Source: an optimization exercise on an open RTL-to-GDS flow (aim: small area, a short achievable clock period and few clock cycles per item). Production flows keep margins and buffers that such runs may drop.
At most, simulation tests tie the RTL to the original design; equivalence was not proved.
The RTL of run 3 was laid out without a check of its function.

==> design.v <==
module twr_ranging (
    input  wire        clk,
    input  wire        rst,
    input  wire        in_valid,
    output wire        in_ready,
    input  wire [31:0] pt,     
    input  wire [31:0] rr,     
    input  wire [31:0] ft,     
    input  wire [31:0] prx,    
    input  wire [31:0] rtx,    
    input  wire [31:0] frx,    
    output wire        out_valid,
    input  wire        out_ready,
    output wire [31:0] tof,    
    output wire        degen,
    output wire [31:0] ra,
    output wire [31:0] rb,
    output wire [31:0] da,
    output wire [31:0] db
);
    localparam [1:0] S_IDLE = 2'd0,
                     S_MUL  = 2'd1,
                     S_DIV  = 2'd2,
                     S_DONE = 2'd3;
    reg  [1:0]  state;
    reg  [5:0]  cnt;
    reg  [31:0] ra_q, rb_q, da_q, db_q;
    reg  [33:0] den_q;
    reg         neg_q;
    reg         degen_q;
    reg  [63:0] quo_q;    
    reg  [33:0] rem_q;
    wire [63:0] prod_r  = ra_q * rb_q;
    wire [63:0] prod_d  = da_q * db_q;
    wire [64:0] num     = {1'b0, prod_r} - {1'b0, prod_d};
    wire        num_neg = num[64];
    wire [64:0] num_neg_val = -num;
    wire [63:0] num_mag = num_neg ? num_neg_val[63:0] : num[63:0];
    wire [33:0] den     = {2'b00, ra_q} + {2'b00, rb_q} + {2'b00, da_q} + {2'b00, db_q};
    wire [34:0] rem_sh  = {rem_q, quo_q[63]};
    wire [35:0] diff    = {1'b0, rem_sh} - {2'b00, den_q};
    wire        fits    = ~diff[35];
    always @(posedge clk) begin
        if (rst) begin
            state <= S_IDLE;
        end else begin
            case (state)
                S_IDLE: begin
                    if (in_valid) begin
                        ra_q  <= rr  - pt;
                        rb_q  <= frx - rtx;
                        da_q  <= ft  - rr;
                        db_q  <= rtx - prx;
                        state <= S_MUL;
                    end
                end
                S_MUL: begin
                    den_q <= den;
                    neg_q <= num_neg;
                    quo_q <= num_mag;
                    rem_q <= 34'd0;
                    cnt   <= 6'd0;
                    if (den == 34'd0) begin
                        degen_q <= 1'b1;
                        quo_q   <= 64'd0;
                        state   <= S_DONE;
                    end else begin
                        degen_q <= 1'b0;
                        state   <= S_DIV;
                    end
                end
                S_DIV: begin
                    rem_q <= fits ? diff[33:0] : rem_sh[33:0];
                    quo_q <= {quo_q[62:0], fits};
                    cnt   <= cnt + 6'd1;
                    if (cnt == 6'd63)
                        state <= S_DONE;
                end
                S_DONE: begin
                    if (out_ready)
                        state <= S_IDLE;
                end
            endcase
        end
    end
    assign in_ready  = (state == S_IDLE);
    assign out_valid = (state == S_DONE);
    assign tof       = neg_q ? (32'd0 - quo_q[31:0]) : quo_q[31:0];
    assign degen     = degen_q;
    assign ra        = ra_q;
    assign rb        = rb_q;
    assign da        = da_q;
    assign db        = db_q;
endmodule
==> run.sh <==
#!/bin/bash
# synth_recipe.tcl (not shown) runs the flow's synth.tcl, then flattens the netlist and writes it again
# the make line also repeats each setting of config.mk as NAME=value (left out here)
make -C /OpenROAD-flow-scripts/flow DESIGN_CONFIG=/design/flow/config.mk WORK_HOME=/design/flow/orfs CLKGATE_MAP_FILE= SYNTH_SCRIPT=/design/flow/synth_recipe.tcl finish
==> config.mk <==
export PLATFORM = sky130hd
export DESIGN_NAME = twr_ranging
export DESIGN_NICKNAME = twr_ranging
export VERILOG_FILES = /design/flow/design.v
export SDC_FILE = /design/flow/constraint.sdc
export NUM_CORES = 4
export LEC_CHECK = 0
export CAP_MARGIN = 20
export CORE_MARGIN = 2
export CORE_UTILIZATION = 40
export PLACE_DENSITY = 0.6
export SLEW_MARGIN = 20
==> constraint.sdc <==
create_clock -name core_clock -period 13.0 [get_ports {clk}]
set_input_delay 2.6000 -clock core_clock [delete_from_list [all_inputs] [get_ports {clk}]]
set_output_delay 2.6000 -clock core_clock [all_outputs]
set_load 0.01 [all_outputs]
==> flow_summary.json, run 1 <==
{
  "yosysSeqAreaShare_pct": 8.92,
  "drt_first_pass_iters": 6,
  "maxCapViolations": 0,
  "hold_ws_ns": 0.525,
  "postCtsHoldBufs": 0,
  "ys_seq_elements": 270,
  "clk_latency_ns": 0.71,
  "area_growth_pct": 9.47,
  "overflow": 0,
  "syn_area_um2": 90700,
  "synth_edf_count": 268,
  "slew_headroom_pct": 22.0,
  "rsz0062_at_grt": "false",
  "hold_depth": 2,
  "gp_congestion": 1.01,
  "synth_area_leaders": "fa_1 44%, ha_1 10%, inv_1 9.3%",
  "antenna_found_initial": 31,
  "hpwl_mm": 280,
  "grt_usage_pct": 28.8,
  "syn-mean-instance-area_um2": 9.23,
  "top_level_ports": 359,
  "cts_tree": "done",
  "ctsResizeCount": 0,
  "wirelength_mm": 327,
  "postPlaceCellArea_um2": 97800,
  "r2r_slack_ns": 1.38,
  "worst-setup-path-type": "reg -> reg",
  "timing.fmax_mhz": 86.0,
  "synthDistinctLibCells": 116,
  "wl_per_cell_um": 25.2,
  "hold_viol_final": 0,
  "post-route-cell-area_um2": 99200,
  "rows": 174,
  "synthArstFlopShare_pct": 0,
  "outcome": "finished clean",
  "min_from": "quo_q[42]$_DFFE_PP_",
  "synthMostInstantiatedCell": "inv_1",
  "regToRegEndpoint": "quo_q[63]$_DFFE_PP_",
  "hold_class": "reg -> reg",
  "synthCells": 9820,
  "fin_crit_sh_pct": 89.4,
  "drt_iter0_drc": 5771,
  "cp_common_cell": "fa_1",
  "clk_path_buf_depth": 3,
  "setup_viol": 0,
  "nFillCells": 22028,
  "synth_common_cells": "2241 x inv_1, 1996 x fa_1, 1400 x nand2_1, 884 x and2_1, 755 x ha_1",
  "postCtsSetupBuffers": 0,
  "arrival_ns": 12.06,
  "htree_levels": 2,
  "via_per_inst": 5.33,
  "crit_slowest_cell": "edfxtp_1",
  "slew_violations": 0,
  "yosysWarnings": 1,
  "tns_ns": 0,
  "synth_top_flop_cell": "edfxtp_1",
  "cts_root_buf": "clkbuf_16",
  "r2r_start": "ra_q[14]$_DFFE_PP_",
  "grt_pass1_wl_mm": 488,
  "final_antenna_net_count": 0,
  "path_clk_slew_ns": 0.06,
  "r2r.worst_path.cells": 29,
  "cts.sinks": 270,
  "synth_top_area_cell": "fa_1",
  "cts_buffers": 42,
  "die_x_um": 480,
  "hold_end": "quo_q[43]$_DFFE_PP_",
  "crit_path_end_kind": "register",
  "grt_max_degree": 106,
  "period_minus_slack_ns": 11.62,
  "nNetsFinal": 12914,
  "die-area_um2": 230000,
  "crit_path_max_incr_delay_ns": 1.08,
  "drive_gt1_share_pct": 3.79,
  "portBuffers": 358,
  "synth.top_cell.area_share_pct": 44.1,
  "first_global_vias": 74719,
  "cp-start-kind": "register",
  "skew_ns": 0.0337,
  "drcViolationCount": 0,
  "core_area_um2": 225000,
  "tightest_slew_ns": 1.16,
  "required_ns": 13.44,
  "cp_max_fo": 13,
  "chipHeight_um": 480,
  "start_util_pct": 40.3,
  "syn-num-nets": 12767,
  "num_vias": 69334
}
## logic make-up (layout without fill, tap and decap cells)
kind of cell             count (synthesis)  after routing  share of synthesized area [%]
AND/OR/NAND/NOR                       2913           2913                           15.7
multiplexers                            29             29                          0.324
other                                    0              6                              0
flip-flops                             270            270                           8.92
AO/OA/AOI/OAI                          851            851                           6.30
XOR/XNOR                               295            295                           2.85
buffers and inverters                 2711           2890                           11.4
adder cells (fa/ha/maj)               2751           2751                           54.5
## worst max-delay path: cells and delay by family, from the launching register on
| kind | cells | cell delay (ns) |
|---|---|---|
| AND/OR/NAND/NOR | 6 | 1.99 |
| buffers and inverters | 5 | 0.60 |
| adder cells (fa/ha/maj) | 11 | 5.48 |
| XOR/XNOR | 1 | 0.13 |
| flip-flops | 1 | 1.08 |
| AO/OA/AOI/OAI | 6 | 2.04 |
## metrics by stage
| step | setup WS, ns | utilization, % | cells |
|---|---|---|---|
| 2_1_floorplan | 3.25 | - | 9820 |
| 3_3_place_gp | 1.66 | 43.4 | 12911 |
| 3_5_place_dp | 1.40 | 43.5 | 12915 |
| 4_1_cts | 1.43 | 44.1 | 12991 |
| 5_1_grt | 0.966 | 44.1 | 12992 |
| 6_report | 1.38 | 44.1 | 12997 |
## placed cells by master, fill, tap and decap left out, drive strengths merged, types with 17 or more instances in the layout
cell	count
xor2	101
ha	755
o21ai	190
mux2i	26
clkbuf	47
or2	26
nand3	70
nor3	68
nor4	20
fa	1996
a21boi	19
o21bai	32
a21oi	213
nor2b	45
nand2b	35
nand2	1401
nand4	25
a211oi	27
a31oi	20
xnor2	194
or3	33
o21a	48
clkdlybuf4s50	358
o211ai	21
and2	888
or4	22
inv	2248
o31ai	75
edfxtp	268
a21o	79
and3	32
nor2	207
buf	214
o41ai	17
## per-layer routing
layer | global-route usage (%) | up-vias | part of all wire [%]
met3 | 6.60 | 715 | 8.6
li1 | - | 29835 | -
met2 | 45.8 | 2805 | 45
met1 | 35.9 | 35957 | 39
met4 | 16.8 | 22 | 7.2
met5 | 0 | - | 0.10
## sequential cells by signal (all words and copies together), names as in the netlist
| register | count |
|---|---|
| db_q | 32 |
| ra_q | 32 |
| degen_q | 1 |
| den_q | 34 |
| quo_q | 64 |
| rb_q | 32 |
| state | 2 |
| cnt | 6 |
| da_q | 32 |
| rem_q | 34 |
| neg_q | 1 |
## how the worst max path moves through the flow
stage                     endpoint  depth (start not counted)               start  slack (ns)
2_1_floorplan  quo_q[63]$_DFFE_PP_                         32  rb_q[13]$_DFFE_PP_        3.25
3_3_place_gp   quo_q[63]$_DFFE_PP_                         31   ra_q[5]$_DFFE_PP_        1.66
3_5_place_dp   quo_q[63]$_DFFE_PP_                         29  ra_q[14]$_DFFE_PP_        1.40
4_1_cts        quo_q[63]$_DFFE_PP_                         29  ra_q[14]$_DFFE_PP_        1.43
5_1_grt        quo_q[63]$_DFFE_PP_                         31  rb_q[14]$_DFFE_PP_        0.97
6_report       quo_q[63]$_DFFE_PP_                         29  ra_q[14]$_DFFE_PP_        1.38
## layout make-up
cell class                 instances  area [µm²]  share of cell area (%)
tap                             2992        3740                    3.77
clock buffer                      47        1070                    1.08
inverter                        2242        8420                    8.48
antenna                            6        15.0                  0.0151
multi-input combinational       6839       72300                    72.9
timing repair buffer             572        5300                    5.34
sequential                       270        8090                    8.15
clock inverter                    29         312                   0.314
Testbench counts, summed over its fixed seeds: cycles 21,440, items 320.
==> run 2: changes to the inputs <==
==> design.v (replaced) <==
module twr_ranging (
    input  wire        clk,
    input  wire        rst,
    input  wire        in_valid,
    output wire        in_ready,
    input  wire [31:0] pt,
    input  wire [31:0] rr,
    input  wire [31:0] ft,
    input  wire [31:0] prx,
    input  wire [31:0] rtx,
    input  wire [31:0] frx,
    output wire        out_valid,
    input  wire        out_ready,
    output wire [31:0] tof,
    output wire        degen,
    output wire [31:0] ra,
    output wire [31:0] rb,
    output wire [31:0] da,
    output wire [31:0] db
);
    localparam integer K  = 4;           
    localparam integer R  = 2;           
    localparam integer NM = 32 / K;      
    localparam integer J1 = 16;          
    localparam [2:0] S_IDLE = 3'd0,
                     S_MUL  = 3'd1,
                     S_PREP = 3'd2,
                     S_DIV  = 3'd3,
                     S_FIN  = 3'd4,
                     S_DONE = 3'd5;
    reg  [2:0]  state;
    reg  [3:0]  cnt;
    reg  [31:0] ra_q, rb_q, da_q, db_q;
    reg  [33:0] den_q;
    reg  [33:0] h_q;      
    reg  [31:0] l_q;      
    reg         neg_q;
    wire in_fire = in_valid & in_ready;
    wire [33:0] den = {2'b00, ra_q} + {2'b00, rb_q} + {2'b00, da_q} + {2'b00, db_q};
    assign degen = (den_q == 34'd0);
    wire [K-1:0] dr = rb_q[cnt[2:0]*K +: K];
    wire [K-1:0] dd = db_q[cnt[2:0]*K +: K];
    wire [31+K:0] pr = ra_q * dr;
    wire [31+K:0] pd = da_q * dd;
    wire [33+K:0] macc = {{(K+1){h_q[32]}}, h_q[32:0]} + {2'b00, pr} - {2'b00, pd};
    wire        sgn  = h_q[32];
    wire [63:0] dvd  = {h_q[31:0], l_q} ^ {64{sgn}};
    wire        shrt = (dvd[63:50] == 14'd0) && (dvd[49:16] < den_q);
    reg  [33:0] rem_n;
    reg  [31:0] quo_n;
    reg  [34:0] rsh;
    reg  [35:0] dif;
    integer i;
    always @* begin
        rem_n = h_q;
        quo_n = l_q;
        for (i = 0; i < R; i = i + 1) begin
            rsh   = {rem_n, quo_n[31]};
            dif   = {1'b0, rsh} - {2'b00, den_q};
            rem_n = dif[35] ? rsh[33:0] : dif[33:0];
            quo_n = {quo_n[30:0], ~dif[35]};
        end
    end
    wire c_fix = neg_q & (h_q + 34'd1 == den_q);
    wire [31:0] tof_n = (l_q ^ {32{neg_q}}) + {31'd0, neg_q & ~c_fix};
    always @(posedge clk) begin
        den_q <= den;
        if (rst) begin
            state <= S_IDLE;
        end else begin
            case (state)
                S_MUL: begin
                    h_q <= {macc[33+K], macc[32+K:K]};
                    l_q <= {macc[K-1:0], l_q[31:K]};
                    cnt <= cnt + 4'd1;
                    if (cnt == NM - 1)
                        state <= S_PREP;
                end
                S_PREP: begin
                    neg_q <= sgn;
                    cnt   <= 4'd0;
                    if (shrt) begin
                        h_q <= dvd[49:16];
                        l_q <= {dvd[15:0], 16'd0};
                        cnt <= 16 - J1 / R;
                    end else begin
                        h_q <= {2'b00, dvd[63:32]};
                        l_q <= dvd[31:0];
                        cnt <= 4'd0;
                    end
                    state <= S_DIV;
                end
                S_DIV: begin
                    h_q <= rem_n;
                    l_q <= quo_n;
                    cnt <= cnt + 4'd1;
                    if (cnt == 4'd15)
                        state <= S_FIN;
                end
                S_FIN: begin
                    l_q   <= degen ? 32'd0 : tof_n;
                    state <= S_DONE;
                end
                default: ;
            endcase
            if (in_fire) begin
                ra_q  <= rr  - pt;
                rb_q  <= frx - rtx;
                da_q  <= ft  - rr;
                db_q  <= rtx - prx;
                h_q   <= 34'd0;
                l_q   <= 32'd0;
                cnt   <= 4'd0;
                state <= S_MUL;
            end else if (state == S_DONE && out_ready) begin
                state <= S_IDLE;
            end
        end
    end
    assign in_ready  = (state == S_IDLE) | ((state == S_DONE) & out_ready);
    assign out_valid = (state == S_DONE);
    assign tof       = l_q;
    assign ra        = ra_q;
    assign rb        = rb_q;
    assign da        = da_q;
    assign db        = db_q;
endmodule
==> run 2 against run 1 <==
Compared with the run above: first-iteration DRC count decreased by 63%; core utilization rose by 3.0 points; critical endpoint is now h_q[33]$_SDFFCE_PP0P_; synthesized cell count fell by 58%; still clean; sequential share of layout area up 8.0 points; global-route usage down 2.7 points; synthesized area is 61% lower; highest routed layer unchanged; clock skew up 0.017 ns.
==> flow_summary.json, run 2 <==
{
  "via_per_inst": 5.60,
  "tns_ns": 0,
  "setup_viol": 0,
  "ys_seq_elements": 236,
  "num_vias": 31286,
  "r2r_start": "cnt[0]$_SDFFCE_PP0P_",
  "synthMostInstantiatedCell": "inv_1",
  "arrival_ns": 10.72,
  "grt_util_met2_pct": 44.6,
  "regToRegEndpoint": "h_q[33]$_SDFFCE_PP0P_",
  "hold_viol_final": 0,
  "die_x_um": 303,
  "core_area_um2": 88500,
  "gr-usage-met1_pct": 33.0,
  "yosysWarnings": 1,
  "clk_path_buf_depth": 3,
  "rsz0062_at_grt": "false",
  "final_util_pct": 47.1,
  "fin_ws_ns": 2.55,
  "slew_violations": 0,
  "synth_area_leaders": "edfxtp_1 17%, fa_1 15%, ha_1 12%",
  "gp_congestion": 0.970,
  "synth_common_cells": "484 x inv_1, 350 x ha_1, 309 x a21oi_1, 290 x nand2_1, 259 x fa_1",
  "skew_ns": 0.0507,
  "crit_start": "cnt[0]$_SDFFCE_PP0P_",
  "crit_slowest_cell": "edfxtp_1",
  "htree_levels": 2,
  "path_clk_slew_ns": 0.05,
  "cts_tree": "done",
  "slew_headroom_pct": 32.4,
  "grt_pass1_wl_mm": 184,
  "tightest_slew_ns": 1.01,
  "drt_first_pass_iters": 30,
  "yosysSeqAreaShare_pct": 18.8,
  "final_common_cell": "inv_1",
  "syn-num-nets": 4920,
  "outcome": "finished clean",
  "grt_max_degree": 69,
  "rows": 109,
  "synthDistinctLibCells": 91,
  "drive_gt1_share_pct": 3.91,
  "maxCapViolations": 0,
  "syn-mean-instance-area_um2": 8.69,
  "synth_edf_count": 199,
  "cp-start-kind": "register",
  "crit_path_end_kind": "register",
  "hpwl_mm": 100,
  "cts_buffers": 34,
  "top_level_ports": 359,
  "syn_area_um2": 35800,
  "grt.busiest_layer": "met2",
  "nFillCells": 8622,
  "timing.fmax_mhz": 95.7,
  "ctsResizeCount": 0,
  "wirelength_mm": 121,
  "chipHeight_um": 303,
  "r2r_slack_ns": 2.55,
  "cts_root_buf": "clkbuf_16",
  "portBuffers": 358,
  "start_util_pct": 40.4,
  "synth.top_cell.area_share_pct": 16.7,
  "die-area_um2": 91800,
  "r2r.worst_path.cells": 35,
  "overflow": 0,
  "cp_common_cell": "fa_1",
  "antenna_found_initial": 3,
  "fin_crit_sh_pct": 80.3,
  "synth_top_area_cell": "edfxtp_1",
  "grt_usage_pct": 26.1,
  "layout_common_cells": "484 x inv_1, 358 x clkdlybuf4s50_1, 350 x ha_1, 308 x a21oi_1, 290 x nand2_1",
  "final_antenna_net_count": 0,
  "postCtsSetupBuffers": 0,
  "cp_max_fo": 32,
  "postCtsHoldBufs": 0,
  "cts.sinks": 236,
  "synthCells": 4115,
  "drt_iter0_drc": 2145,
  "crit_path_end": "h_q[33]$_SDFFCE_PP0P_",
  "period_minus_slack_ns": 10.45,
  "synthArstFlopShare_pct": 0,
  "largestRegisters": "den_q: 34 flops, h_q: 34 flops",
  "clk_latency_ns": 0.58,
  "drcViolationCount": 0,
  "required_ns": 13.27,
  "synth_top_flop_cell": "edfxtp_1",
  "dpl_worst_slack_ns": 2.33,
  "worst-setup-path-type": "reg -> reg",
  "crit_path_max_incr_delay_ns": 0.66,
  "nNetsFinal": 5200,
  "grt_use_met3_pct": 4.37,
  "hold_class": "reg -> reg",
  "wl_per_cell_um": 21.7,
  "first_global_vias": 31290,
  "area_growth_pct": 16.6
}
-- run 2: how the worst min path moves through the flow --
stage	startpoint	to	slack, ns	cells past startpoint
floorplan	db_q[0]$_DFFE_PP_	den_q[0]$_DFF_P_	0.56	1
global placement	state[1]$_SDFFE_PP0P_	state[1]$_SDFFE_PP0P_	0.70	2
detailed placement	state[0]$_SDFFE_PP0P_	state[0]$_SDFFE_PP0P_	0.71	3
CTS	state[0]$_SDFFE_PP0P_	state[0]$_SDFFE_PP0P_	0.72	3
global route	state[0]$_SDFFE_PP0P_	state[0]$_SDFFE_PP0P_	0.75	3
finish	state[0]$_SDFFE_PP0P_	state[0]$_SDFFE_PP0P_	0.71	3
-- run 2: cell families after synthesis --
family / Yosys count / synth area share (%)
AND/OR/NAND/NOR: 1095 / 15.3
adder cells (fa/ha/maj): 609 / 26.7
flip-flops: 236 / 18.8
XOR/XNOR: 398 / 9.75
buffers and inverters: 630 / 6.71
multiplexers: 112 / 3.77
AO/OA/AOI/OAI: 1035 / 18.9
-- run 2: area by class of cell --
| cell class | instances | area [µm²] | area share [%] |
|---|---|---|---|
| antenna | 1 | 2.50 | 0.00600 |
| multi-input combinational | 3249 | 26700 | 64.1 |
| tap | 1165 | 1460 | 3.50 |
| timing repair buffer | 390 | 3850 | 9.23 |
| clock inverter | 20 | 216 | 0.519 |
| clock buffer | 42 | 901 | 2.16 |
| inverter | 484 | 1820 | 4.36 |
| sequential | 236 | 6720 | 16.1 |
-- run 2: stage by stage --
| stage | hold WS, ns | cells | cell area [µm²] |
|---|---|---|---|
| 5_1_grt | 0.750 | 5586 | 41700 |
| 3_5_place_dp | 0.710 | 5522 | 40500 |
| 4_1_cts | 0.716 | 5584 | 41700 |
| 6_report | 0.710 | 5587 | 41700 |
| 3_3_place_gp | 0.704 | 5522 | 40500 |
| 2_1_floorplan | 0.562 | 4115 | 35800 |
-- run 2: critical path: cells and delay by family (launching register included) --
kind | cells | cell delay [ns]
adders and majority gates | 7 | 3.16
AOI/OAI and AO/OA | 12 | 2.93
and+or+nand+nor | 8 | 1.79
muxes | 2 | 1.03
DFF | 1 | 0.66
buffers and inverters | 5 | 0.43
xor gates and xnor gates | 1 | 0.13
-- run 2: metal layers --
metal,wire length (µm),up-vias
li1,-,14939
met1,50500,15032
met2,57700,1107
met3,8430,204
met4,4760,4
met5,25,-
Testbench counts of run 2, summed over its fixed seeds: cycles 6,088, items 320.
==> run 3: changes to the inputs <==
--- a/design.v
+++ b/design.v
@@ -31,15 +31,22 @@
     reg  [2:0]  state;
     reg  [3:0]  cnt;
     reg  [31:0] ra_q, rb_q, da_q, db_q;
-    reg  [33:0] den_q;
+    reg  [31:0] x_q;      
+    reg  [1:0]  dch_q;    
+    reg         brb_q, bdb_q;    
     reg  [33:0] h_q;      
     reg  [31:0] l_q;      
     reg         neg_q;
     wire in_fire = in_valid & in_ready;
-    wire [33:0] den = {2'b00, ra_q} + {2'b00, rb_q} + {2'b00, da_q} + {2'b00, db_q};
+    wire [K:0]   rbs = {1'b0, rb_q[K-1:0]} - {1'b0, x_q[K-1:0]} - {{K{1'b0}}, brb_q};
+    wire [K:0]   dbs = {1'b0, x_q[K-1:0]} - {1'b0, db_q[K-1:0]} - {{K{1'b0}}, bdb_q};
+    wire [K-1:0] dr  = rbs[K-1:0];
+    wire [K-1:0] dd  = dbs[K-1:0];
+    wire [K-1:0] rad = ra_q[cnt[2:0]*K +: K];
+    wire [K-1:0] dad = da_q[cnt[2:0]*K +: K];
+    wire [K+1:0] dsum = {2'b00, rad} + {2'b00, dad} + {2'b00, dr} + {2'b00, dd} + {{K{1'b0}}, dch_q};
+    wire [33:0]  den_q = {dch_q, x_q};
     assign degen = (den_q == 34'd0);
-    wire [K-1:0] dr = rb_q[cnt[2:0]*K +: K];
-    wire [K-1:0] dd = db_q[cnt[2:0]*K +: K];
     wire [31+K:0] pr = ra_q * dr;
     wire [31+K:0] pd = da_q * dd;
     wire [33+K:0] macc = {{(K+1){h_q[32]}}, h_q[32:0]} + {2'b00, pr} - {2'b00, pd};
@@ -64,12 +71,17 @@
     wire c_fix = neg_q & (h_q + 34'd1 == den_q);
     wire [31:0] tof_n = (l_q ^ {32{neg_q}}) + {31'd0, neg_q & ~c_fix};
     always @(posedge clk) begin
-        den_q <= den;
         if (rst) begin
             state <= S_IDLE;
         end else begin
             case (state)
                 S_MUL: begin
+                    rb_q  <= {dr, rb_q[31:K]};
+                    db_q  <= {dd, db_q[31:K]};
+                    x_q   <= {dsum[K-1:0], x_q[31:K]};
+                    dch_q <= dsum[K+1:K];
+                    brb_q <= rbs[K];
+                    bdb_q <= dbs[K];
                     h_q <= {macc[33+K], macc[32+K:K]};
                     l_q <= {macc[K-1:0], l_q[31:K]};
                     cnt <= cnt + 4'd1;
@@ -105,11 +117,14 @@
             endcase
             if (in_fire) begin
                 ra_q  <= rr  - pt;
-                rb_q  <= frx - rtx;
+                rb_q  <= frx;
                 da_q  <= ft  - rr;
-                db_q  <= rtx - prx;
+                db_q  <= prx;
+                x_q   <= rtx;
+                dch_q <= 2'd0;
+                brb_q <= 1'b0;
+                bdb_q <= 1'b0;
                 h_q   <= 34'd0;
-                l_q   <= 32'd0;
                 cnt   <= 4'd0;
                 state <= S_MUL;
             end else if (state == S_DONE && out_ready) begin
--- a/config.mk
+++ b/config.mk
@@ -5,8 +5,10 @@
 export SDC_FILE = /design/flow/constraint.sdc
 export NUM_CORES = 4
 export LEC_CHECK = 0
+export ABC_CLOCK_PERIOD_IN_PS = 5000
 export CAP_MARGIN = 20
 export CORE_MARGIN = 2
-export CORE_UTILIZATION = 40
-export PLACE_DENSITY = 0.6
+export CORE_UTILIZATION = 60
+export PLACE_DENSITY = 0.7
+export SETUP_SLACK_MARGIN = 5
 export SLEW_MARGIN = 20
==> run 3 against run 2 <==
Compared with the run above: wire length up 1.1%; worst hold slack worse by 0.17 ns; cell count down 14%; via count up 1.5%; sequential cell count up 2; core utilization up 28 points; count of clock-buffer cells in the layout down 2; die area down 39%; setup slack better by 1.2 ns; largest cell class unchanged.
==> flow_summary.json, run 3 <==
{
  "crit_slowest_cell": "fa_1",
  "cts.sinks": 238,
  "cts_tree": "done",
  "yosysWarnings": 1,
  "overflow": 0,
  "postCtsHoldBufs": 0,
  "chipHeight_um": 236,
  "synthArstFlopShare_pct": 0,
  "nFillCells": 3624,
  "crit_path_max_incr_delay_ns": 0.57,
  "synthMostInstantiatedCell": "nand2_1",
  "min_from": "db_q[18]$_DFFE_PP_",
  "maxCapViolations": 0,
  "antenna_found_initial": 2,
  "hold_depth": 2,
  "wl_met1_mm": 42.9,
  "wl_per_cell_um": 25.5,
  "hold_end": "db_q[14]$_DFFE_PP_",
  "period_minus_slack_ns": 9.22,
  "grt_pass1_wl_mm": 182,
  "die-area_um2": 55600,
  "top_layer": "met5",
  "seq_area_um2": 7120,
  "arrival_ns": 9.56,
  "timing.fmax_mhz": 108,
  "grt_max_degree": 75,
  "drcViolationCount": 0,
  "met2_wirelength_mm": 56.6,
  "slew_headroom_pct": 19.8,
  "clk_latency_ns": 0.62,
  "drive_gt1_share_pct": 10.5,
  "skew_ns": 0.0359,
  "cp_common_cell": "fa_1",
  "hpwl_mm": 88.2,
  "portBuffers": 358,
  "r2r_start": "x_q[0]$_DFFE_PP_",
  "r2r_slack_ns": 3.78,
  "htree_levels": 1,
  "rsz0062_at_grt": "true",
  "hold_ws_ns": 0.542,
  "final_common_cell": "nand2_1",
  "synthDistinctLibCells": 94,
  "ys_seq_elements": 238,
  "largest_reg_flops": 34,
  "wirelength_mm": 123,
  "worst-setup-path-type": "reg -> reg",
  "cts_root_buf": "clkbuf_16",
  "layout_common_cells": "482 x nand2_1, 400 x inv_1, 358 x clkdlybuf4s50_1, 235 x edfxtp_1, 223 x ha_1",
  "tightest_slew_ns": 1.19,
  "gp_congestion": 1.02,
  "syn_area_um2": 32200,
  "synthCells": 3790,
  "synth.top_cell.area_share_pct": 21.9,
  "multi_input_area_um2": 24400,
  "setup_viol": 0,
  "clk_path_buf_depth": 3,
  "final_antenna_net_count": 0,
  "nNetsFinal": 4778,
  "first_global_vias": 31630,
  "crit_start": "x_q[0]$_DFFE_PP_",
  "die_x_um": 236,
  "syn-num-nets": 4460,
  "r2r.worst_path.cells": 37,
  "synth_edf_count": 235,
  "required_ns": 13.33,
  "synth_top_flop_cell": "edfxtp_1",
  "diodes": 0,
  "top_level_ports": 359,
  "synth_common_cells": "491 x nand2_1, 415 x inv_1, 267 x ha_1, 256 x a21oi_1, 235 x edfxtp_1",
  "hold_class": "reg -> reg",
  "regToRegEndpoint": "h_q[32]$_SDFFCE_PP0P_",
  "start_util_pct": 60.9,
  "drt_iter0_drc": 3521,
  "path_clk_slew_ns": 0.06,
  "fin_crit_sh_pct": 71.0,
  "drt_first_pass_iters": 8,
  "via_per_inst": 6.59,
  "slew_violations": 0,
  "cp-start-kind": "register",
  "rows": 84,
  "outcome": "finished clean",
  "cts_buffers": 29,
  "hold_viol_final": 0,
  "core_area_um2": 52900,
  "routed-wl-met3_mm": 13.4,
  "cp_max_fo": 7,
  "area_growth_pct": 22.5,
  "synth_top_area_cell": "edfxtp_1",
  "tns_ns": 0,
  "grt_usage_pct": 42.1,
  "syn-mean-instance-area_um2": 8.50,
  "num_vias": 31746,
  "largest_register": "h_q",
  "crit_path_end_kind": "register",
  "yosysSeqAreaShare_pct": 22.1,
  "synth_area_leaders": "edfxtp_1 22%, fa_1 13%, ha_1 10%"
}
## run 3: worst max path at each step
stage / slack [ns] / endpoint / cells after the start
2_1_floorplan: 4.74 / h_q[32]$_SDFFCE_PP0P_ / 34
3_3_place_gp: 3.54 / h_q[32]$_SDFFCE_PP0P_ / 36
3_5_place_dp: 3.69 / h_q[32]$_SDFFCE_PP0P_ / 32
4_1_cts: 4.47 / h_q[31]$_SDFFCE_PP0P_ / 33
5_1_grt: 3.68 / h_q[32]$_SDFFCE_PP0P_ / 37
6_report: 3.78 / h_q[32]$_SDFFCE_PP0P_ / 37
## run 3: cell type report
cell class,instances,area share [%]
flip-flops and latches,238,18.0
multi-input cells,2964,61.9
inverters,416,3.97
repair buffers,459,11.4
clock inverters,14,0.476
well taps,688,2.18
clock buffers,40,2.07
## run 3: critical path: cells and delay by family, from the launching register on
kind	cells	cell delay, ns
flip-flops	1	0.38
XOR/XNOR	2	0.39
AO/OA/AOI/OAI	17	3.35
AND/OR/NAND/NOR	1	0.22
adder cells (fa/ha/maj)	9	3.64
buffers and inverters	8	0.93
## run 3: routing by layer
| metal | vias up | track usage (%) |
|---|---|---|
| met5 | - | 0 |
| met4 | 4 | 26.4 |
| met3 | 599 | 8.79 |
| met2 | 2277 | 69.5 |
| met1 | 15126 | 50.3 |
| li1 | 13740 | - |
## run 3: cell families (layout without fill, tap and decap cells)
group                      Yosys count  after routing  synth area share [%]
adders and majority gates          474            474                  23.2
xor gates and xnor gates           336            339                  9.14
and+or+nand+nor                   1204           1204                  17.8
DFF                                238            238                  22.1
buffers and inverters              592            929                  7.06
muxes                               87             87                  3.39
AOI/OAI and AO/OA                  859            860                  17.3
## run 3: timing repair
action,in CTS,in global routing
endpoints found under the hold margin,0,0
setup buffers,42,21
pin swaps,92,65
endpoints found under the setup margin,35,35
resized for setup,150,96
cloned,6,0
## run 3: metrics by stage
stage | cell area [µm²] | instances | setup WS (ns) | util (%)
floorplan | 32500 | 3790 | 4.74 | -
global placement | 36500 | 4695 | 3.54 | 69.1
detailed placement | 36500 | 4695 | 3.69 | 69.1
CTS | 38800 | 4797 | 4.47 | 73.4
global route | 39500 | 4819 | 3.68 | 74.6
finish | 39500 | 4819 | 3.78 | 74.6
==> run 4: changes to the inputs <==
--- a/design.v
+++ b/design.v
@@ -22,12 +22,15 @@
     localparam integer R  = 2;           
     localparam integer NM = 32 / K;      
     localparam integer J1 = 16;          
+    localparam integer W  = 34 + K;      
+    localparam integer NR = 2 * K + 3;   
     localparam [2:0] S_IDLE = 3'd0,
                      S_MUL  = 3'd1,
-                     S_PREP = 3'd2,
-                     S_DIV  = 3'd3,
-                     S_FIN  = 3'd4,
-                     S_DONE = 3'd5;
+                     S_FIX  = 3'd2,
+                     S_PREP = 3'd3,
+                     S_DIV  = 3'd4,
+                     S_FIN  = 3'd5,
+                     S_DONE = 3'd6;
     reg  [2:0]  state;
     reg  [3:0]  cnt;
     reg  [31:0] ra_q, rb_q, da_q, db_q;
@@ -35,6 +38,8 @@
     reg  [1:0]  dch_q;    
     reg         brb_q, bdb_q;    
     reg  [33:0] h_q;      
+    reg  [33:0] c_q;      
+    reg         cl_q;     
     reg  [31:0] l_q;      
     reg         neg_q;
     wire in_fire = in_valid & in_ready;
@@ -47,9 +52,31 @@
     wire [K+1:0] dsum = {2'b00, rad} + {2'b00, dad} + {2'b00, dr} + {2'b00, dd} + {{K{1'b0}}, dch_q};
     wire [33:0]  den_q = {dch_q, x_q};
     assign degen = (den_q == 34'd0);
-    wire [31+K:0] pr = ra_q * dr;
-    wire [31+K:0] pd = da_q * dd;
-    wire [33+K:0] macc = {{(K+1){h_q[32]}}, h_q[32:0]} + {2'b00, pr} - {2'b00, pd};
+    reg  [W-1:0] rq [0:3*NR];
+    reg  [W-1:0] ms, mc;
+    integer hd, tl, j;
+    always @* begin
+        rq[0] = {{(W-34){1'b0}}, h_q};
+        rq[1] = {{(W-34){1'b0}}, c_q};
+        rq[2] = {{(W-K){1'b0}}, dd};
+        for (j = 0; j < K; j = j + 1) begin
+            rq[3 + 2*j] = {{(W-32){1'b0}}, ra_q & {32{dr[j]}}} << j;
+            rq[4 + 2*j] = {{(W-32){1'b0}}, ~da_q & {32{dd[j]}}} << j;
+        end
+        for (j = NR; j <= 3*NR; j = j + 1) rq[j] = {W{1'b0}};
+        hd = 0;
+        tl = NR;
+        for (j = 0; j < NR - 2; j = j + 1) begin
+            rq[tl]     = rq[hd] ^ rq[hd+1] ^ rq[hd+2];
+            rq[tl + 1] = ((rq[hd] & rq[hd+1]) | (rq[hd] & rq[hd+2]) | (rq[hd+1] & rq[hd+2])) << 1;
+            hd = hd + 3;
+            tl = tl + 2;
+        end
+        ms = rq[hd];
+        mc = rq[hd+1];
+    end
+    wire [K:0] mlo = {1'b0, ms[K-1:0]} + {1'b0, mc[K-1:0]} + {{K{1'b0}}, cl_q};
+    wire [34:0] hsum = {1'b0, h_q} + {1'b0, c_q} + {34'd0, cl_q} - {3'd0, db_q};
     wire        sgn  = h_q[32];
     wire [63:0] dvd  = {h_q[31:0], l_q} ^ {64{sgn}};
     wire        shrt = (dvd[63:50] == 14'd0) && (dvd[49:16] < den_q);
@@ -82,15 +109,20 @@
                     dch_q <= dsum[K+1:K];
                     brb_q <= rbs[K];
                     bdb_q <= dbs[K];
-                    h_q <= {macc[33+K], macc[32+K:K]};
-                    l_q <= {macc[K-1:0], l_q[31:K]};
-                    cnt <= cnt + 4'd1;
+                    h_q   <= ms[W-1:K];
+                    c_q   <= mc[W-1:K];
+                    cl_q  <= mlo[K];
+                    l_q   <= {mlo[K-1:0], l_q[31:K]};
+                    cnt   <= cnt + 4'd1;
                     if (cnt == NM - 1)
-                        state <= S_PREP;
+                        state <= S_FIX;
+                end
+                S_FIX: begin
+                    h_q   <= hsum[33:0];
+                    state <= S_PREP;
                 end
                 S_PREP: begin
                     neg_q <= sgn;
-                    cnt   <= 4'd0;
                     if (shrt) begin
                         h_q <= dvd[49:16];
                         l_q <= {dvd[15:0], 16'd0};
@@ -125,6 +157,8 @@
                 brb_q <= 1'b0;
                 bdb_q <= 1'b0;
                 h_q   <= 34'd0;
+                c_q   <= 34'd0;
+                cl_q  <= 1'b0;
                 cnt   <= 4'd0;
                 state <= S_MUL;
             end else if (state == S_DONE && out_ready) begin
==> run 4 against run 3 <==
Compared with the run above: worst hold slack better by 0.0053 ns; largest cell class unchanged; highest routed layer unchanged; critical endpoint is now h_q[27]$_SDFFCE_PP0P_; critical path depth fell by 13; synthesized cell count grew 3.2%; global-route usage down 3.1 points; maximum frequency increased by 25%; die area rose by 8.1%; register-to-register slack better by 1.8 ns.
==> flow_summary.json, run 4 <==
{
  "synth_top_area_cell": "edfxtp_1",
  "synthMostInstantiatedCell": "inv_1",
  "largest_reg_flops": 34,
  "hold_class": "reg -> reg",
  "drt_first_pass_iters": 8,
  "syn-num-nets": 4678,
  "overflow": 0,
  "top_level_ports": 359,
  "yosysWarnings": 2,
  "synth_area_leaders": "edfxtp_1 23%, fa_1 18%, ha_1 9.5%",
  "first_global_vias": 29953,
  "maxCapViolations": 0,
  "area_growth_pct": 15.9,
  "cts_tree": "done",
  "ys_seq_elements": 272,
  "r2r_slack_ns": 5.62,
  "via_per_inst": 6.12,
  "antenna_found_initial": 4,
  "hold_depth": 2,
  "regToRegEndpoint": "h_q[27]$_SDFFCE_PP0P_",
  "hold_end": "rb_q[15]$_DFFE_PP_",
  "grt_pass1_wl_mm": 177,
  "crit_path_max_incr_delay_ns": 0.55,
  "r2r_start": "x_q[1]$_DFFE_PP_",
  "hold_viol_final": 0,
  "multi_input_area_um2": 24100,
  "cts_root_buf": "clkbuf_16",
  "crit_family": "compound AO/OA/AOI/OAI gates",
  "postPlaceCellArea_um2": 39200,
  "rsz0062_at_grt": "false",
  "core_area_um2": 57600,
  "syn_area_um2": 34900,
  "drcViolationCount": 0,
  "chipHeight_um": 245,
  "drive_gt1_share_pct": 4.44,
  "post-route-cell-area_um2": 40400,
  "grt_usage_pct": 39.0,
  "synthCells": 3910,
  "clk_latency_ns": 0.57,
  "cp_num_buf_inv": 3,
  "yosysSeqAreaShare_pct": 23.3,
  "arrival_ns": 7.68,
  "slew_violations": 0,
  "synth.top_cell.area_share_pct": 23.2,
  "timing.fmax_mhz": 135,
  "wl_per_cell_um": 23.6,
  "seq_area_um2": 8140,
  "path_depth": 24,
  "nFillCells": 4592,
  "rows": 88,
  "largestRegisters": "h_q: 34 flops, c_q: 33 flops",
  "final_antenna_net_count": 0,
  "path_clk_slew_ns": 0.06,
  "gp_congestion": 1.02,
  "grt_max_degree": 70,
  "fin_crit_sh_pct": 56.8,
  "cts_buffers": 35,
  "syn-mean-instance-area_um2": 8.92,
  "layout_common_cells": "554 x inv_1, 359 x nand2_1, 358 x clkdlybuf4s50_1, 312 x nor2_1, 307 x fa_1",
  "skew_ns": 0.0180,
  "slew_headroom_pct": 32.1,
  "tightest_slew_ns": 1.02,
  "synthArstFlopShare_pct": 0,
  "start_util_pct": 60.6,
  "drt_iter0_drc": 3232,
  "cts.sinks": 272,
  "nNetsFinal": 4951,
  "synthDistinctLibCells": 90,
  "crit_slowest_cell": "edfxtp_1",
  "crit_path_end_kind": "register",
  "synth_edf_count": 269,
  "outcome": "finished clean",
  "required_ns": 13.30,
  "final_common_cell": "inv_1",
  "cp_max_fo": 25,
  "synth_top_flop_cell": "edfxtp_1",
  "hpwl_mm": 92.5,
  "min_from": "rb_q[19]$_DFFE_PP_",
  "clk_path_buf_depth": 3,
  "setup_viol": 0,
  "num_vias": 30448,
  "r2r.worst_path.cells": 24,
  "crit_chain": "inv_1 > ha_1 > nor2b_1 > o31ai_1 > a21oi_1 > o31ai_2 > nor3b_2 > o21ai_2 > and2_0 > buf_4 > o31ai_1 > ha_1 > a21o_1 > or3_1 > o2111ai_2 > o211ai_1 > o311ai_2 > a31oi_1 > a311oi_1 > o21ai_2 > buf_4 > and2_2 > a221oi_1 > nor2_1",
  "die-area_um2": 60100,
  "die_x_um": 245,
  "tns_ns": 0,
  "cp-start-kind": "register",
  "largest_register": "h_q",
  "synth_common_cells": "554 x inv_1, 360 x nand2_1, 316 x nor2_1, 307 x fa_1, 269 x edfxtp_1",
  "portBuffers": 358,
  "worst-setup-path-type": "reg -> reg",
  "period_minus_slack_ns": 7.38,
  "wirelength_mm": 118,
  "htree_levels": 2
}
-- run 4: worst max-delay path by stage --
stage	startpoint	end	slack [ns]
6_report	x_q[1]$_DFFE_PP_	h_q[27]$_SDFFCE_PP0P_	5.62
5_1_grt	x_q[1]$_DFFE_PP_	h_q[27]$_SDFFCE_PP0P_	5.16
4_1_cts	x_q[1]$_DFFE_PP_	h_q[24]$_SDFFCE_PP0P_	5.36
3_5_place_dp	x_q[1]$_DFFE_PP_	l_q[0]$_DFFE_PP_	5.39
3_3_place_gp	x_q[1]$_DFFE_PP_	h_q[27]$_SDFFCE_PP0P_	5.50
2_1_floorplan	out_ready	bdb_q$_SDFFCE_PP0P_	5.18
-- run 4: stage by stage --
step                setup slack (ns)  cells  hold slack [ns]  util [%]
floorplan                       5.18   3910            0.558         -
global placement                5.50   4910            0.523      68.1
detailed placement              5.39   4910            0.530      68.1
CTS                             5.36   4972            0.539      70.1
global route                    5.16   4973            0.563      70.2
finish                          5.62   4974            0.547      70.2
-- run 4: repair_timing --
action,4_1_cts,5_1_grt
hold buffers,0,0
endpoints found under the setup margin,0,13
gates resized for setup,0,2
buffers inserted,0,0
-- run 4: layout make-up --
| type | instances | area share, % |
|---|---|---|
| clock inverters | 22 | 0.644 |
| flip-flops and latches | 272 | 20.1 |
| clock buffers | 40 | 2.32 |
| well taps | 765 | 2.37 |
| repair buffers | 400 | 9.67 |
| inverters | 557 | 5.17 |
| diodes | 1 | 0.00619 |
| multi-input cells | 2917 | 59.7 |
-- run 4: tightest hold or removal path: stages, from the launching register on --
cell and delay [ns]:
edfxtp_1 0.34, nand2_1 0.05, nand2_1 0.05
-- run 4: cells by family (layout without fill, tap and decap cells) --
group                    after synthesis  after routing  share of synthesized area (%)
multiplexers                          94             94                           3.39
buffers and inverters                721           1019                           7.90
other                                  0              1                              0
XOR/XNOR                             309            309                           7.76
adder cells (fa/ha/maj)              572            572                           27.1
AO/OA/AOI/OAI                        779            779                           14.6
flip-flops                           272            272                           23.3
AND/OR/NAND/NOR                     1163           1163                           15.9
-- run 4: layer usage --
metal  part of all wire (%)  up-vias  global-route usage (%)
met5                  0.010        -                       0
met4                    5.2        2                    18.8
met3                     11      292                    8.48
met2                     45     1660                    61.3
met1                     39    14710                    51.3
li1                       -    13784                       -
Testbench counts of run 4, summed over its fixed seeds: cycles 6,408, items 320.

## separate check: timing with driven ports
In the flow no input, the clock included, has a driving cell. The finished layouts below were timed again as built, in two steps. Step 1 (the two cells are an assumption about what drives the block):
set clk [get_ports {clk}]
set_driving_cell -lib_cell sky130_fd_sc_hd__clkbuf_16 $clk
set_driving_cell -lib_cell sky130_fd_sc_hd__buf_2 [delete_from_list [all_inputs] $clk]
Step 2 adds t to the input delays and takes it off the output delays; t is the mean of the earliest and latest rising clock arrival at the registers after step 1. Input paths then give back, and output paths get back, about the clock's delay inside the block. Three values: no drivers, after step 1, after step 2; two values: the first two.
| run | t, ns | setup slack, ns | cell pins on the clock port's net |
|---|---|---|---|
| run 1 | 0.795 | 1.379 / 1.379 / 1.379 | 1 |
| run 2 | 0.628 | 2.555 / 2.555 / 2.555 | 1 |
| run 3 | 0.659 | 3.776 / 3.776 / 3.776 | 1 |
| run 4 | 0.618 | 5.619 / 5.619 / 5.619 | 1 |
After both steps every run listed still meets setup and hold.
